From an optimization exercise on the open Yosys and OpenROAD flow, aimed at small area; shortcuts taken in it are not production practice.
In this exercise RTL edits were held to simulation tests only and were not proved equivalent to the original.
Power is estimated from default activity; no workload was simulated.

Setup of run Y:
// softspi_exp
module softspi_exp (
    input  wire        clk,
    input  wire        rst,           
    input  wire        cmd_valid,
    output wire        cmd_ready,
    input  wire [31:0] cmd,
    input  wire [31:0] now,           
    output reg         rsp_valid,
    output wire [15:0] rsp_data,
    output wire        rsp_refused,
    output reg         pins_oe,       
    output reg         out_data,
    output reg         out_clk,       
    output wire        out_latch,
    output wire        in_latch,      
    output wire        in_clk,        
    input  wire        in_data,
    output wire        dac_cs,
    output reg         dac_data,
    output wire        adc_convst,
    input  wire        adc_data
);
export LEC_CHECK = 0
export CAP_MARGIN = 20
export CORE_MARGIN = 2
export CORE_UTILIZATION = 40
export SLEW_MARGIN = 20
create_clock -name core_clock -period 10.0 [get_ports {clk}]
standard.sh (not shown) runs the stock make flow with config.mk's settings and CLKGATE_MAP_FILE= SYNTH_SCRIPT=/design/flow/synth_recipe.tcl, a recipe that flattens the netlist after the stock synthesis.
==> flow/flow/run.sh <==
#!/bin/bash
set -euo pipefail
WORK=$(pwd)
export BUFFER_PORTS_ARGS="-buffer_cell sky130_fd_sc_hd__buf_1"
export CTS_ARGS="-sink_clustering_enable -repair_clock_nets -dont_use_dummy_load -sink_clustering_size 30 -sink_clustering_max_diameter 100 -buf_list {sky130_fd_sc_hd__clkbuf_8 sky130_fd_sc_hd__clkbuf_16} -root_buf sky130_fd_sc_hd__clkbuf_4 -tree_buf sky130_fd_sc_hd__clkbuf_4"
R=$WORK/orfs/results/$FLOW_PLATFORM/softspi_exp/base
LIB=$FLOW_HOME/platforms/$FLOW_PLATFORM/lib/sky130_fd_sc_hd__tt_025C_1v80.lib
YOSYS=$(dirname "$FLOW_HOME")/tools/install/yosys/bin/yosys
[ -x "$YOSYS" ] || YOSYS=yosys

bash standard.sh synth > standard_synth.log 2>&1
cp "$R/1_2_yosys.v" "$WORK/synth_standard.v"

# Two rounds: each runs every ABC script on the current netlist and keeps the
# smallest result if it is smaller than the current one.
cur="$WORK/synth_standard.v"
cur_area=$(python3 - "$cur" "$LIB" <<'EOP'
import re,sys
area={}; c=None
for l in open(sys.argv[2]):
    m=re.match(r'\s*cell \("?(\w+)"?\)',l)
    if m: c=m.group(1)
    m=re.match(r'\s*area\s*:\s*([\d.]+)',l)
    if m and c and c not in area: area[c]=float(m.group(1))
print(sum(area.get(t,0) for t in re.findall(r'^\s*(sky130_fd_sc_hd__\w+)\s',open(sys.argv[1]).read(),re.M)))
EOP
)
echo "standard area $cur_area" >> remap_choice.log
for round in 1 2; do
  best=""; best_area=$cur_area
  for s in 1 2 3 4; do
    out="$WORK/remap_r${round}_$s"
    if bash flow/remap.sh "$cur" "$out.v" "$LIB" "$WORK/flow/abc$s.script" "$YOSYS" "$out.ys" > "$out.log" 2>&1; then
      a=$(grep -i "chip area for module" "$out.log" | tail -1 | awk '{print $NF}')
      echo "round $round abc$s area $a" >> remap_choice.log
      if awk "BEGIN{exit !($a < $best_area)}"; then best="$out.v"; best_area=$a; fi
    fi
  done
  [ -n "$best" ] || break
  cur="$best"; cur_area=$best_area
  echo "round $round chose $best area $best_area" >> remap_choice.log
done
cp "$cur" "$R/1_2_yosys.v"
touch "$R/1_2_yosys.v"

bash standard.sh > standard_finish.log 2>&1
Other scripts of this flow, unchanged in this note and not shown: flow/flow/abc1.script, flow/flow/abc2.script, flow/flow/abc3.script, flow/flow/abc4.script, flow/flow/remap.sh
Modified inputs, run X compared to run Y
-- flow/flow/run.sh --
<<< run Y, line 3
WORK=$(pwd)
export BUFFER_PORTS_ARGS="-buffer_cell sky130_fd_sc_hd__buf_1"
export CTS_ARGS="-sink_clustering_enable -repair_clock_nets -dont_use_dummy_load -sink_clustering_size 30 -sink_clustering_max_diameter 100 -buf_list {sky130_fd_sc_hd__clkbuf_8 sky130_fd_sc_hd__clkbuf_16} -root_buf sky130_fd_sc_hd__clkbuf_4 -tree_buf sky130_fd_sc_hd__clkbuf_4"
R=$WORK/orfs/results/$FLOW_PLATFORM/softspi_exp/base
LIB=$FLOW_HOME/platforms/$FLOW_PLATFORM/lib/sky130_fd_sc_hd__tt_025C_1v80.lib
>>> run X, line 3
WORK=$(pwd)
export BUFFER_PORTS_ARGS="-buffer_cell sky130_fd_sc_hd__buf_1"
export CTS_ARGS="-sink_clustering_enable -repair_clock_nets -dont_use_dummy_load -sink_clustering_size 30 -sink_clustering_max_diameter 100 -buf_list {sky130_fd_sc_hd__clkbuf_8 sky130_fd_sc_hd__clkbuf_16}"
R=$WORK/orfs/results/$FLOW_PLATFORM/softspi_exp/base
LIB=$FLOW_HOME/platforms/$FLOW_PLATFORM/lib/sky130_fd_sc_hd__tt_025C_1v80.lib
-- flow/config.mk --
<<< run Y, line 8
export CAP_MARGIN = 20
export CORE_MARGIN = 2
export CORE_UTILIZATION = 40
export SLEW_MARGIN = 20
>>> run X, line 8
export CAP_MARGIN = 20
export CORE_MARGIN = 2
export CORE_UTILIZATION = 75
export SLEW_MARGIN = 20
[summary]
- Re sequential share of layout area: run Y was lower than run X.
- Status: number of maximum-capacitance constraint violations parity (run Y, run X)
- Relative to run Y, max-slew headroom at the worst pin has gone down in run X.
- Max placed cell area across run Y and run X: run Y

---

softspi_exp, a different RTL version from the one above (not shown whole).
For scale: roughly 1000 cells after synthesis, roughly 97 I/O pins.
Settings: LEC_CHECK=0, CAP_MARGIN=20, CORE_MARGIN=2, CORE_UTILIZATION=40, SLEW_MARGIN=20; clock period 10.0 ns.
==> flow/flow/run.sh <==
#!/bin/bash
set -euo pipefail
WORK=$(pwd)
export BUFFER_PORTS_ARGS="-buffer_cell sky130_fd_sc_hd__buf_1"
export CTS_ARGS="-sink_clustering_enable -repair_clock_nets -dont_use_dummy_load -sink_clustering_size 30 -sink_clustering_max_diameter 100 -buf_list {sky130_fd_sc_hd__clkbuf_8 sky130_fd_sc_hd__clkbuf_16}"
R=$WORK/orfs/results/$FLOW_PLATFORM/softspi_exp/base
LIB=$FLOW_HOME/platforms/$FLOW_PLATFORM/lib/sky130_fd_sc_hd__tt_025C_1v80.lib
YOSYS=$(dirname "$FLOW_HOME")/tools/install/yosys/bin/yosys
[ -x "$YOSYS" ] || YOSYS=yosys

bash standard.sh synth > standard_synth.log 2>&1
cp "$R/1_2_yosys.v" "$WORK/synth_standard.v"

best=""; best_area=""
for s in 1 2 3; do
  if bash flow/remap.sh "$WORK/synth_standard.v" "$WORK/remap_$s.v" "$LIB" "$WORK/flow/abc$s.script" "$YOSYS" "$WORK/remap_$s.ys" > "remap_$s.log" 2>&1; then
    a=$(grep -i "chip area for module" "remap_$s.log" | tail -1 | awk '{print $NF}')
    echo "abc$s area $a" >> remap_choice.log
    if [ -z "$best" ] || awk "BEGIN{exit !($a < $best_area)}"; then best=$s; best_area=$a; fi
  fi
done
echo "chosen abc$best area $best_area" >> remap_choice.log
if [ -n "$best" ]; then
  cp "$WORK/remap_$best.v" "$R/1_2_yosys.v"
  touch "$R/1_2_yosys.v"
fi

bash standard.sh > standard_finish.log 2>&1
Other scripts of this flow, unchanged in this note and not shown: flow/flow/abc1.script, flow/flow/abc2.script, flow/flow/abc3.script, flow/flow/remap.sh
The baseline completed with no timing, DRC or antenna violations.
Then changed:
==> flow/flow/run.sh (replaced) <==
#!/bin/bash
set -euo pipefail
WORK=$(pwd)
export BUFFER_PORTS_ARGS="-buffer_cell sky130_fd_sc_hd__buf_1"
export CTS_ARGS="-sink_clustering_enable -repair_clock_nets -dont_use_dummy_load -sink_clustering_size 30 -sink_clustering_max_diameter 100 -buf_list {sky130_fd_sc_hd__clkbuf_8 sky130_fd_sc_hd__clkbuf_16}"
R=$WORK/orfs/results/$FLOW_PLATFORM/softspi_exp/base
LIB=$FLOW_HOME/platforms/$FLOW_PLATFORM/lib/sky130_fd_sc_hd__tt_025C_1v80.lib
YOSYS=$(dirname "$FLOW_HOME")/tools/install/yosys/bin/yosys
[ -x "$YOSYS" ] || YOSYS=yosys

bash standard.sh synth > standard_synth.log 2>&1
cp "$R/1_2_yosys.v" "$WORK/synth_standard.v"

# Two rounds: each runs every ABC script on the current netlist and keeps the
# smallest result if it is smaller than the current one.
cur="$WORK/synth_standard.v"
cur_area=$(python3 - "$cur" "$LIB" <<'EOP'
import re,sys
area={}; c=None
for l in open(sys.argv[2]):
    m=re.match(r'\s*cell \("?(\w+)"?\)',l)
    if m: c=m.group(1)
    m=re.match(r'\s*area\s*:\s*([\d.]+)',l)
    if m and c and c not in area: area[c]=float(m.group(1))
print(sum(area.get(t,0) for t in re.findall(r'^\s*(sky130_fd_sc_hd__\w+)\s',open(sys.argv[1]).read(),re.M)))
EOP
)
echo "standard area $cur_area" >> remap_choice.log
for round in 1 2; do
  best=""; best_area=$cur_area
  for s in 1 2 3 4; do
    out="$WORK/remap_r${round}_$s"
    if bash flow/remap.sh "$cur" "$out.v" "$LIB" "$WORK/flow/abc$s.script" "$YOSYS" "$out.ys" > "$out.log" 2>&1; then
      a=$(grep -i "chip area for module" "$out.log" | tail -1 | awk '{print $NF}')
      echo "round $round abc$s area $a" >> remap_choice.log
      if awk "BEGIN{exit !($a < $best_area)}"; then best="$out.v"; best_area=$a; fi
    fi
  done
  [ -n "$best" ] || break
  cur="$best"; cur_area=$best_area
  echo "round $round chose $best area $best_area" >> remap_choice.log
done
cp "$cur" "$R/1_2_yosys.v"
touch "$R/1_2_yosys.v"

bash standard.sh > standard_finish.log 2>&1
==> flow/flow/abc4.script (new file) <==
strash
dch -f
amap
strash
dch
amap
strash
dch
amap
First-iteration DRC count falls by 2.1%; setup slack degrades by 0.21 ns; cell count is lower by 2.2%; hold slack is better by 0.017 ns; power is lower by 2.5%; routed wire length came out lower by 0.77%; clock skew increases by 0.041 ns.

---

== the baseline ==
softspi_exp, a different RTL version from the one above (not shown whole).
For scale: ~960 cells after synthesis, roughly 9800 um^2 of cells after synthesis.
clock: 10.0 ns
lec_check: 0
cap_margin: 20
core_margin: 2
core_utilization: 60
slew_margin: 20
==> flow/flow/run.sh <==
#!/bin/bash
set -euo pipefail
WORK=$(pwd)
export BUFFER_PORTS_ARGS="-buffer_cell sky130_fd_sc_hd__buf_1"
export CTS_ARGS="-sink_clustering_enable -repair_clock_nets -dont_use_dummy_load -sink_clustering_size 30 -sink_clustering_max_diameter 100 -buf_list {sky130_fd_sc_hd__clkbuf_8 sky130_fd_sc_hd__clkbuf_16}"
R=$WORK/orfs/results/$FLOW_PLATFORM/softspi_exp/base
LIB=$FLOW_HOME/platforms/$FLOW_PLATFORM/lib/sky130_fd_sc_hd__tt_025C_1v80.lib
YOSYS=$(dirname "$FLOW_HOME")/tools/install/yosys/bin/yosys
[ -x "$YOSYS" ] || YOSYS=yosys

bash standard.sh synth > standard_synth.log 2>&1
cp "$R/1_2_yosys.v" "$WORK/synth_standard.v"

# Two rounds: each runs every ABC script on the current netlist and keeps the
# smallest result if it is smaller than the current one.
cur="$WORK/synth_standard.v"
cur_area=$(python3 - "$cur" "$LIB" <<'EOP'
import re,sys
area={}; c=None
for l in open(sys.argv[2]):
    m=re.match(r'\s*cell \("?(\w+)"?\)',l)
    if m: c=m.group(1)
    m=re.match(r'\s*area\s*:\s*([\d.]+)',l)
    if m and c and c not in area: area[c]=float(m.group(1))
print(sum(area.get(t,0) for t in re.findall(r'^\s*(sky130_fd_sc_hd__\w+)\s',open(sys.argv[1]).read(),re.M)))
EOP
)
echo "standard area $cur_area" >> remap_choice.log
for round in 1 2; do
  best=""; best_area=$cur_area
  for s in 1 2 3 4; do
    out="$WORK/remap_r${round}_$s"
    if bash flow/remap.sh "$cur" "$out.v" "$LIB" "$WORK/flow/abc$s.script" "$YOSYS" "$out.ys" > "$out.log" 2>&1; then
      a=$(grep -i "chip area for module" "$out.log" | tail -1 | awk '{print $NF}')
      echo "round $round abc$s area $a" >> remap_choice.log
      if awk "BEGIN{exit !($a < $best_area)}"; then best="$out.v"; best_area=$a; fi
    fi
  done
  [ -n "$best" ] || break
  cur="$best"; cur_area=$best_area
  echo "round $round chose $best area $best_area" >> remap_choice.log
done
cp "$cur" "$R/1_2_yosys.v"
touch "$R/1_2_yosys.v"

bash standard.sh > standard_finish.log 2>&1
Other scripts of this flow, unchanged in this note and not shown: flow/flow/abc1.script, flow/flow/abc2.script, flow/flow/abc3.script, flow/flow/abc4.script, flow/flow/remap.sh
The following lists how the candidate was set up differently from the baseline:
Settings: a change of CORE_UTILIZATION from 60 to 40.
Notes after the runs:
- Growth of design area from synthesis to finish: the candidate vs the baseline up 1.6 points
- Of the candidate and the baseline, the lower global routing usage summed across all routing layers belongs to the candidate.
- Number of non-clock buffers in the candidate vs the baseline: up about 0.9%
- Setup slack, the candidate and the baseline: higher on the baseline
- Cmp the candidate vs the baseline: power higher in the candidate
- Higher clock-buffer cell count was reported by the candidate, not the baseline.
- The die used by the candidate is larger than the one used by the baseline.

## re-timing with driven ports
The results above use ideal ports. As a check the final layouts listed here were re-extracted and re-timed, cells and wires unchanged.
Step 1 (the two cells are an assumption about what drives the block):
set clk [get_ports {clk}]
set_driving_cell -lib_cell sky130_fd_sc_hd__clkbuf_16 $clk
set_driving_cell -lib_cell sky130_fd_sc_hd__buf_2 [delete_from_list [all_inputs] $clk]
Step 2, shift: input delay + t, output delay - t, t = (earliest + latest rising clock arrival at the registers) / 2. This alone moves slack from input paths to output paths.
Three values: no drivers, after step 1, after step 2; two values: the first two.
| run | shift t [ns] | slack for setup (ns) | worst slew at a driven data input, ns | pins driven straight from the clock port |
|---|---|---|---|---|
| run Y | 0.659 | 4.177 / 4.132 / 4.791 | 0.05 | 1 |
| run X | 0.496 | 4.179 / 4.137 / 4.633 | 0.05 | 1 |
| the first run of note 2 | 0.522 | 4.023 / 3.976 / 4.497 | 0.04 | 1 |
| the second run of note 2 | 0.502 | 3.814 / 3.771 / 4.273 | 0.06 | 1 |
| the baseline | 0.508 | 4.015 / 3.969 / 4.476 | 0.05 | 1 |
| the candidate | 0.514 | 4.007 / 3.960 / 4.474 | 0.07 | 1 |
After both steps setup and hold are still met in every run listed.
